What follows belongs to an exercise in optimizing a design on an open flow for small area and a short achievable clock period; a production flow would make more cautious choices.
In this exercise RTL edits were held to simulation tests only and were not proved equivalent to the original.
Power and IR drop assume default switching activity.

// r10k_sched
module r10k_sched (
    input  logic        clk,
    input  logic        rst,           
    input  logic [7:0]  n_insts,       
    output logic [7:0]  prog_addr,     
    input  logic [31:0] prog_data0,    
    input  logic [31:0] prog_data1,    
    output logic [1:0]  status,        
    output logic [15:0] cycle,
    output logic [1:0]  fetch_v,
    output logic [15:0] fetch_idx,
    output logic [1:0]  decode_v,
    output logic [15:0] decode_idx,
    output logic [1:0]  dispatch_v,
    output logic [15:0] dispatch_idx,
    output logic [1:0]  issue_v,
    output logic [15:0] issue_idx,
    output logic [1:0]  execute_v,
    output logic [15:0] execute_idx,
    output logic [1:0]  complete_v,
    output logic [15:0] complete_idx,
    output logic [1:0]  retire_v,
    output logic [15:0] retire_idx
);
==> flow/config.mk <==
export PLATFORM = sky130hd
export DESIGN_NAME = r10k_sched
export DESIGN_NICKNAME = r10k_sched
export VERILOG_FILES = /design/flow/design.v
export SDC_FILE = /design/flow/constraint.sdc
export NUM_CORES = 4
export LEC_CHECK = 0
export CAP_MARGIN = 20
export CORE_MARGIN = 2
export CORE_UTILIZATION = 40
export CTS_BUF_LIST = sky130_fd_sc_hd__clkbuf_8 sky130_fd_sc_hd__clkbuf_16
export CTS_CLUSTER_DIAMETER = 100
export CTS_CLUSTER_SIZE = 20
export SLEW_MARGIN = 20
==> flow/constraint.sdc <==
create_clock -name core_clock -period 11.0 [get_ports {clk}]
set_input_delay 2.2000 -clock core_clock [delete_from_list [all_inputs] [get_ports {clk}]]
set_output_delay 2.2000 -clock core_clock [all_outputs]
set_load 0.01 [all_outputs]
standard.sh (not shown) runs the stock make flow with config.mk's settings and CLKGATE_MAP_FILE= SYNTH_SCRIPT=/design/flow/synth_recipe.tcl, a recipe that flattens the netlist after the stock synthesis.
==> flow/flow/run.sh <==
#!/bin/bash
# The standard layout (the standard.sh, standard synthesis unchanged), with two changes to
# how the layout is optimised, not to what it is measured against:
#  - the port buffers are plain buffers (buf_2) instead of the default delay-style cell;
#  - the setup repair aims for more slack than the standard margin, and may change a cell's
#    footprint when it resizes.
# make's full output goes to flow.log here; ORFS's per-step logs stay under orfs/logs.
set -euo pipefail
bash standard.sh "BUFFER_PORTS_ARGS=-buffer_cell sky130_fd_sc_hd__buf_2" \
  SETUP_SLACK_MARGIN=7 MATCH_CELL_FOOTPRINT=0 finish > flow.log 2>&1
Next try:
Settings changed: CTS_BUF_LIST sky130_fd_sc_hd__clkbuf_8 sky130_fd_sc_hd__clkbuf_16 to not set.
Result: Via count stays flat. Routed wire length barely changes. Core utilization stays the same. Global-route usage barely changes. Sequential power barely changes. Synthesized cell count does not change. Cell count does not change.

* * *

Starting RTL as in the previous note.
// r10k_sched
module r10k_sched (
    input  logic        clk,
    input  logic        rst,           
    input  logic [7:0]  n_insts,       
    output logic [7:0]  prog_addr,     
    input  logic [31:0] prog_data0,    
    input  logic [31:0] prog_data1,    
    output logic [1:0]  status,        
    output logic [15:0] cycle,
    output logic [1:0]  fetch_v,
    output logic [15:0] fetch_idx,
    output logic [1:0]  decode_v,
    output logic [15:0] decode_idx,
    output logic [1:0]  dispatch_v,
    output logic [15:0] dispatch_idx,
    output logic [1:0]  issue_v,
    output logic [15:0] issue_idx,
    output logic [1:0]  execute_v,
    output logic [15:0] execute_idx,
    output logic [1:0]  complete_v,
    output logic [15:0] complete_idx,
    output logic [1:0]  retire_v,
    output logic [15:0] retire_idx
);
==> flow/config.mk <==
export PLATFORM = sky130hd
export DESIGN_NAME = r10k_sched
export DESIGN_NICKNAME = r10k_sched
export VERILOG_FILES = /design/flow/design.v
export SDC_FILE = /design/flow/constraint.sdc
export NUM_CORES = 4
export LEC_CHECK = 0
export CAP_MARGIN = 20
export CORE_MARGIN = 2
export CORE_UTILIZATION = 40
export CTS_CLUSTER_DIAMETER = 100
export CTS_CLUSTER_SIZE = 20
export SLEW_MARGIN = 20
==> flow/constraint.sdc <==
create_clock -name core_clock -period 11.0 [get_ports {clk}]
set_input_delay 2.2000 -clock core_clock [delete_from_list [all_inputs] [get_ports {clk}]]
set_output_delay 2.2000 -clock core_clock [all_outputs]
set_load 0.01 [all_outputs]
==> flow/flow/run.sh <==
#!/bin/bash
# The standard layout (the standard.sh, standard synthesis unchanged), with two changes to
# how the layout is optimised, not to what it is measured against:
#  - the port buffers are plain buffers (buf_2) instead of the default delay-style cell;
#  - the setup repair aims for more slack than the standard margin, and may change a cell's
#    footprint when it resizes.
# make's full output goes to flow.log here; ORFS's per-step logs stay under orfs/logs.
set -euo pipefail
bash standard.sh "BUFFER_PORTS_ARGS=-buffer_cell sky130_fd_sc_hd__buf_2" \
  SETUP_SLACK_MARGIN=8 MATCH_CELL_FOOTPRINT=0 finish > flow.log 2>&1
The first run finished clean.
Then changed:
--- a/flow/flow/run.sh
+++ b/flow/flow/run.sh
@@ -10 +10 @@
-  SETUP_SLACK_MARGIN=8 MATCH_CELL_FOOTPRINT=0 finish > flow.log 2>&1
+  SETUP_SLACK_MARGIN=7.5 MATCH_CELL_FOOTPRINT=0 finish > flow.log 2>&1
The new run went through all stages and came out clean; via count goes down by 6.7%; global-route usage goes down by 1.9 points; final cell count goes down by about 6%; sequential power stays flat; cell area goes down by 13%; wire length goes down by about 9%; synthesized cell count is unchanged; sequential cell count is unchanged; register-to-register slack gets better by 0.03 ns.
Then changed:
--- a/flow/flow/run.sh
+++ b/flow/flow/run.sh
@@ -10 +10 @@
-  SETUP_SLACK_MARGIN=7.5 MATCH_CELL_FOOTPRINT=0 finish > flow.log 2>&1
+  SETUP_SLACK_MARGIN=7 MATCH_CELL_FOOTPRINT=0 finish > flow.log 2>&1
Settings changed: GPL_TIMING_DRIVEN from default to 1.
After rerunning:
- The changed run finished clean
- total power is lower by a few percent
- sequential power stays flat
- routed wire length went down by a few percent
- clock skew goes down by 0.0057 ns
- non-clock buffer count is lower by 67
- setup slack improves by 0.0074 ns
- synthesized area does not change
Then changed:
--- a/flow/flow/run.sh
+++ b/flow/flow/run.sh
@@ -4 +4 @@
-#  - the port buffers are plain buffers (buf_2) instead of the default delay-style cell;
+#  - the port buffers are plain buffers (buf_1) instead of the default delay-style cell;
@@ -9 +9 @@
-bash standard.sh "BUFFER_PORTS_ARGS=-buffer_cell sky130_fd_sc_hd__buf_2" \
+bash standard.sh "BUFFER_PORTS_ARGS=-buffer_cell sky130_fd_sc_hd__buf_1" \
Settings changed: GPL_TIMING_DRIVEN 1 to default.
Area after synthesis stays the same.
Core utilization fell by 0.37 points.
Routed wire length is higher by 1.0%.
Design area fell by 0.83%.
Total power drops by 0.37%.
Sequential cell count does not change.
Global-route usage came out higher by 0.14 points.
Worst setup slack is worse by 0.054 ns.

* * *

## oak
r10k_sched, a different RTL version from the one above (not shown whole).
Size: about 400 flip-flops, roughly 25000 µm² of cells after synthesis.
==> flow/config.mk <==
export PLATFORM = sky130hd
export DESIGN_NAME = r10k_sched
export DESIGN_NICKNAME = r10k_sched
export VERILOG_FILES = /design/flow/design.v
export SDC_FILE = /design/flow/constraint.sdc
export NUM_CORES = 4
export LEC_CHECK = 0
export CAP_MARGIN = 20
export CORE_MARGIN = 2
export CORE_UTILIZATION = 40
export CTS_CLUSTER_DIAMETER = 100
export CTS_CLUSTER_SIZE = 30
export SLEW_MARGIN = 20
==> flow/constraint.sdc <==
create_clock -name core_clock -period 11.0 [get_ports {clk}]
set_input_delay 2.2000 -clock core_clock [delete_from_list [all_inputs] [get_ports {clk}]]
set_output_delay 2.2000 -clock core_clock [all_outputs]
set_load 0.01 [all_outputs]
==> flow/flow/run.sh <==
#!/bin/bash
# The standard layout (the standard.sh, standard synthesis unchanged), with two changes to
# how the layout is optimised, not to what it is measured against:
#  - the port buffers are plain buffers (buf_2) instead of the default delay-style cell;
#  - the setup repair aims for more slack than the standard margin, and may change a cell's
#    footprint when it resizes.
# make's full output goes to flow.log here; ORFS's per-step logs stay under orfs/logs.
set -euo pipefail
bash standard.sh "BUFFER_PORTS_ARGS=-buffer_cell sky130_fd_sc_hd__buf_2" \
  SETUP_SLACK_MARGIN=6.5 MATCH_CELL_FOOTPRINT=0 finish > flow.log 2>&1
The final layout from oak, which completed every stage, passed the timing, DRC and antenna checks at the end of the flow.
Setup changes, oak to pine
Settings: CTS_CLUSTER_SIZE no longer set, was 30; CTS_CLUSTER_DIAMETER no longer set, was 100.
-- flow/flow/run.sh --
<<< oak, line 8
set -euo pipefail
bash standard.sh "BUFFER_PORTS_ARGS=-buffer_cell sky130_fd_sc_hd__buf_2" \
  SETUP_SLACK_MARGIN=6.5 MATCH_CELL_FOOTPRINT=0 finish > flow.log 2>&1
>>> pine, line 8
set -euo pipefail
bash standard.sh "BUFFER_PORTS_ARGS=-buffer_cell sky130_fd_sc_hd__buf_2" \
  SETUP_SLACK_MARGIN=7 MATCH_CELL_FOOTPRINT=0 finish > flow.log 2>&1
==> comparison <==
Fmax, pine vs oak: up slightly
Relative to oak, total power has increased by 14% in pine.
In pine the share of final layout cell area taken by clock buffers and inverters turned out 2.7 points higher than in oak.
For the slack of the critical path, pine came in 0.039 ns higher than oak did.
Sequential cell fraction of total power sits lower in pine than in oak.
Via count of the first global-routing pass: pine vs oak up about 2%
diff inputs: pine => birch
Settings: putting CTS_CLUSTER_SIZE at 20 where nothing was set; putting CTS_CLUSTER_DIAMETER at 100 where nothing was set; swapping 40 for 55 in CORE_UTILIZATION.
-- flow/flow/run.sh --
<<< pine, line 8
set -euo pipefail
bash standard.sh "BUFFER_PORTS_ARGS=-buffer_cell sky130_fd_sc_hd__buf_2" \
  SETUP_SLACK_MARGIN=7 MATCH_CELL_FOOTPRINT=0 finish > flow.log 2>&1
>>> birch, line 8
set -euo pipefail
bash standard.sh "BUFFER_PORTS_ARGS=-buffer_cell sky130_fd_sc_hd__buf_2" \
  SETUP_SLACK_MARGIN=6.5 MATCH_CELL_FOOTPRINT=0 finish > flow.log 2>&1
[summary]
Between pine and birch, wire length of the first global-routing pass is higher for pine, birch comes in under that. Summary of birch over pine: number of non-clock buffers in the layout has decreased; flip-flop and latch share of the layout cell area has increased; full die area has decreased.
--- input diff birch..maple ---
Settings: CORE_UTILIZATION changed from 55 to 40; CTS_CLUSTER_SIZE removed (was 20); CTS_CLUSTER_DIAMETER removed (was 100).
==> results.txt <==
Max number of global-route vias before repair across birch and maple: maple
Looking at placed cell count, maple sits 201 above birch.
Compared to birch, the router laid down more metal wire for maple.
The slowest cell on the critical path comes out sky130_fd_sc_hd__mux2i_4 in one run and sky130_fd_sc_hd__dfxtp_4 in the other, namely in birch and maple respectively.
Relative to birch, the post-route cell area measured on maple has increased by a few percent.
Largest incremental delay on the critical path ends up lower on maple.

static timing again, ports no longer ideal:
In the flow no input, the clock included, has a driving cell. The finished layouts below were timed again as built, in two steps. Step 1, drivers: a clkbuf_16 drives clk and a buf_2 each remaining input, both assumed. Step 2, shift: input delay + t, output delay - t, t = (earliest + latest rising clock arrival at the registers) / 2. This alone moves slack from input paths to output paths. a / b / c = no drivers / after step 1 / after step 2; a / b = the first two.
run	t, ns	setup WS [ns]	worst hold slack (ns)
the first run of note 1	0.669	7.042 / 6.978 / 6.498	0.441 / 0.441 / 0.441
the second run of note 1	0.669	7.044 / 6.980 / 6.511	0.440 / 0.440 / 0.440
the first run of note 2	0.660	7.073 / 7.012 / 6.570	0.416 / 0.416 / 0.416
the second run of note 2	0.686	7.037 / 6.976 / 6.635	0.414 / 0.414 / 0.414
the third run of note 2	0.669	7.044 / 6.980 / 6.511	0.440 / 0.440 / 0.440
the fourth run of note 2	0.663	6.990 / 6.926 / 6.500	0.435 / 0.435 / 0.435
oak	0.651	6.515 / 6.454 / 6.185	0.434 / 0.434 / 0.434
pine	0.663	6.553 / 6.492 / 6.397	0.435 / 0.435 / 0.435
birch	0.641	6.420 / 6.357 / 6.117	0.403 / 0.403 / 0.403
maple	0.639	6.463 / 6.406 / 6.135	0.428 / 0.428 / 0.428
After both steps setup and hold are still met in every run listed. For the first run of note 1, which loses most, drivers alone change the setup slack by -0.064 ns; drivers and shift together by -0.544 ns.
